What follows belongs to an exercise in optimizing a design on an open flow for small area, a short achievable clock period and few clock cycles per item; a production flow would make more cautious choices.
In this exercise RTL edits were held to simulation tests only and were not proved equivalent to the original.
Power and IR drop assume default switching activity.

// bp91_codec
module bp91_codec (
    input  wire        clk,
    input  wire        rst,
    input  wire        cmd_valid,
    output wire        cmd_ready,
    input  wire [1:0]  cmd_op,
    input  wire [11:0] cmd_len,
    input  wire        in_valid,
    output wire        in_ready,
    input  wire [7:0]  in_data,
    output wire        out_valid,
    input  wire        out_ready,
    output wire [7:0]  out_data,
    output reg         done,
    output reg  [7:0]  err_code,
    output reg  [11:0] err_info
);
For scale: ~59 I/O pins.
export LEC_CHECK = 0
export CAP_MARGIN = 20
export CORE_MARGIN = 2
export CORE_UTILIZATION = 35
export CTS_CLUSTER_DIAMETER = 100
export CTS_CLUSTER_SIZE = 24
export PLACE_DENSITY = 0.55
export SLEW_MARGIN = 20
create_clock -name core_clock -period 12.0 [get_ports {clk}]
standard.sh (not shown) runs the stock make flow with config.mk's settings and CLKGATE_MAP_FILE= SYNTH_SCRIPT=/design/flow/synth_recipe.tcl, a recipe that flattens the netlist after the stock synthesis.
==> flow/flow/run.sh <==
#!/bin/bash
set -euo pipefail
export SETUP_SLACK_MARGIN=8.3
bash standard.sh > flow_standard.log 2>&1
The baseline passed the timing, design-rule and antenna checks.
Testbench counts at the start, summed over its fixed seeds: cycles 39,367, items 35,196.
Rerun with:
==> flow/flow/run.sh (replaced) <==
#!/bin/bash
set -euo pipefail
export SETUP_SLACK_MARGIN=8.5
bash standard.sh > flow_standard.log 2>&1
--- a/flow/config.mk
+++ b/flow/config.mk
@@ -8,7 +8,7 @@
 export CAP_MARGIN = 20
 export CORE_MARGIN = 2
-export CORE_UTILIZATION = 35
+export CORE_UTILIZATION = 42
 export CTS_CLUSTER_DIAMETER = 100
 export CTS_CLUSTER_SIZE = 24
-export PLACE_DENSITY = 0.55
+export PLACE_DENSITY = 0.62
 export SLEW_MARGIN = 20
Result: Maximum frequency grows by 2.0%. Clock power shrinks by about 2%. Core utilization grows by 8.4 points. Area after synthesis does not change. Global-route usage grows by 4.8 points. Setup slack gains 72 ps. Critical path depth shrinks by 4. Final area grows by 1.1%. Wire length grows by 0.36%. Clock-buffer cell count shrinks by 6.

---

## sierra
Starting RTL as in the previous note.
==> flow/config.mk <==
export PLATFORM = sky130hd
export DESIGN_NAME = bp91_codec
export DESIGN_NICKNAME = bp91_codec
export VERILOG_FILES = /design/flow/design.v
export SDC_FILE = /design/flow/constraint.sdc
export NUM_CORES = 4
export LEC_CHECK = 0
export CAP_MARGIN = 20
export CORE_MARGIN = 2
export CORE_UTILIZATION = 35
export CTS_CLUSTER_DIAMETER = 100
export CTS_CLUSTER_SIZE = 28
export PLACE_DENSITY = 0.55
export SLEW_MARGIN = 20
==> flow/constraint.sdc <==
create_clock -name core_clock -period 12.0 [get_ports {clk}]
set_input_delay 2.4000 -clock core_clock [delete_from_list [all_inputs] [get_ports {clk}]]
set_output_delay 2.4000 -clock core_clock [all_outputs]
set_load 0.01 [all_outputs]
==> flow/flow/run.sh <==
#!/bin/bash
set -euo pipefail
export SETUP_SLACK_MARGIN=8.5
bash standard.sh > flow_standard.log 2>&1
Testbench counts of sierra, summed over its fixed seeds: cycles 39,367, items 35,196.
> inputs changed (sierra -> xenon)
Settings: swapping 28 for 24 in CTS_CLUSTER_SIZE; swapping 0.55 for 0.45 in PLACE_DENSITY; swapping 35 for 25 in CORE_UTILIZATION.
Findings:
- Min total of plain and repair buffers excluding clock buffers across xenon and sierra: sierra
- xenon and sierra ended up with roughly the same clock-pin transition on the worst setup and hold timing paths.
- Going from sierra to xenon, worst-case hold slack increased by 0.0057 ns relative to the old numbers; overall die area up 54000 sq um.
- Delta (xenon minus sierra): total non-filler cell area in the finished layout increased by about 2.6% relative to the old numbers; core utilization decreased by 11 points relative to the old numbers; count of clock-buffer cells in the layout increased by 7 relative to the old numbers.
- Clock-cell share of area of xenon is on par with sierra.
- In xenon the pre-CTS setup slack turned out 0.012 ns lower than in sierra.
- Comparing synthesis-to-finish area growth for xenon and sierra, the smaller number came from sierra.

---

bp91_codec, a different RTL version from the one above (not shown whole).
Size: about 4,500 cells after synthesis, ~1,000 flip-flops, about 46,000 µm² of cells after synthesis.
export LEC_CHECK = 0
export CAP_MARGIN = 20
export CORE_MARGIN = 2
export CORE_UTILIZATION = 25
export CTS_BUF_LIST = sky130_fd_sc_hd__clkbuf_8
export CTS_CLUSTER_SIZE = 30
export PLACE_DENSITY = 0.45
export SLEW_MARGIN = 20
create_clock -name core_clock -period 12.0 [get_ports {clk}]
==> flow/flow/run.sh <==
#!/bin/bash
set -euo pipefail
export SETUP_SLACK_MARGIN=7.5
bash standard.sh > flow_standard.log 2>&1
Testbench counts at the start, summed over its fixed seeds: cycles 39,789, items 35,196.
Rerun with:
==> flow/flow/run.sh (replaced) <==
#!/bin/bash
set -euo pipefail
export SETUP_SLACK_MARGIN=8.5
bash standard.sh > flow_standard.log 2>&1
Settings changed: CTS_BUF_LIST sky130_fd_sc_hd__clkbuf_8 to unset, CTS_CLUSTER_SIZE 30 to unset.
Global-route usage came out higher by 0.58 points. Setup slack improved by 0.31 ns. Design area went up by 7.1%. Area after synthesis is unchanged. Sequential cell count is unchanged. Core utilization grows by 2.1 points. Via count climbs by about 1.9%.

[static timing again, ports no longer ideal]
Ports are ideal in the flow. The routed layouts listed here were re-timed in OpenROAD. Step 1 (the two cells are an assumption about what drives the block):
set clk [get_ports {clk}]
set_driving_cell -lib_cell sky130_fd_sc_hd__clkbuf_16 $clk
set_driving_cell -lib_cell sky130_fd_sc_hd__buf_2 [delete_from_list [all_inputs] $clk]
Step 2 also shifts input and output timing later by t, the mid clock arrival at the registers, as if the neighbouring blocks saw the same clock. Slacks: ideal ports / drivers / drivers and shift; pairs: ideal ports / drivers.
run	t, ns	setup WS [ns]	worst setup path after step 2	slew at the worst register clock pin (ns)	pins driven straight from the clock port
the first run of note 1	0.759	8.234 / 8.234 / 7.631	input to register	0.11 / 0.11	1
the second run of note 1	0.758	8.306 / 8.273 / 7.596	input to register	0.10 / 0.10	1
sierra	0.755	8.371 / 8.296 / 7.698	input to register	0.12 / 0.12	1
xenon	0.763	8.357 / 8.281 / 7.681	input to register	0.11 / 0.11	1
the first run of note 3	0.989	7.512 / 7.512 / 7.159	input to register	0.08 / 0.08	1
the second run of note 3	0.833	7.823 / 7.823 / 7.780	input to register	0.07 / 0.07	1
After both steps setup and hold are still met in every run listed. For the second run of note 1, which loses most, drivers alone change the setup slack by -0.033 ns; drivers and shift together by -0.710 ns.
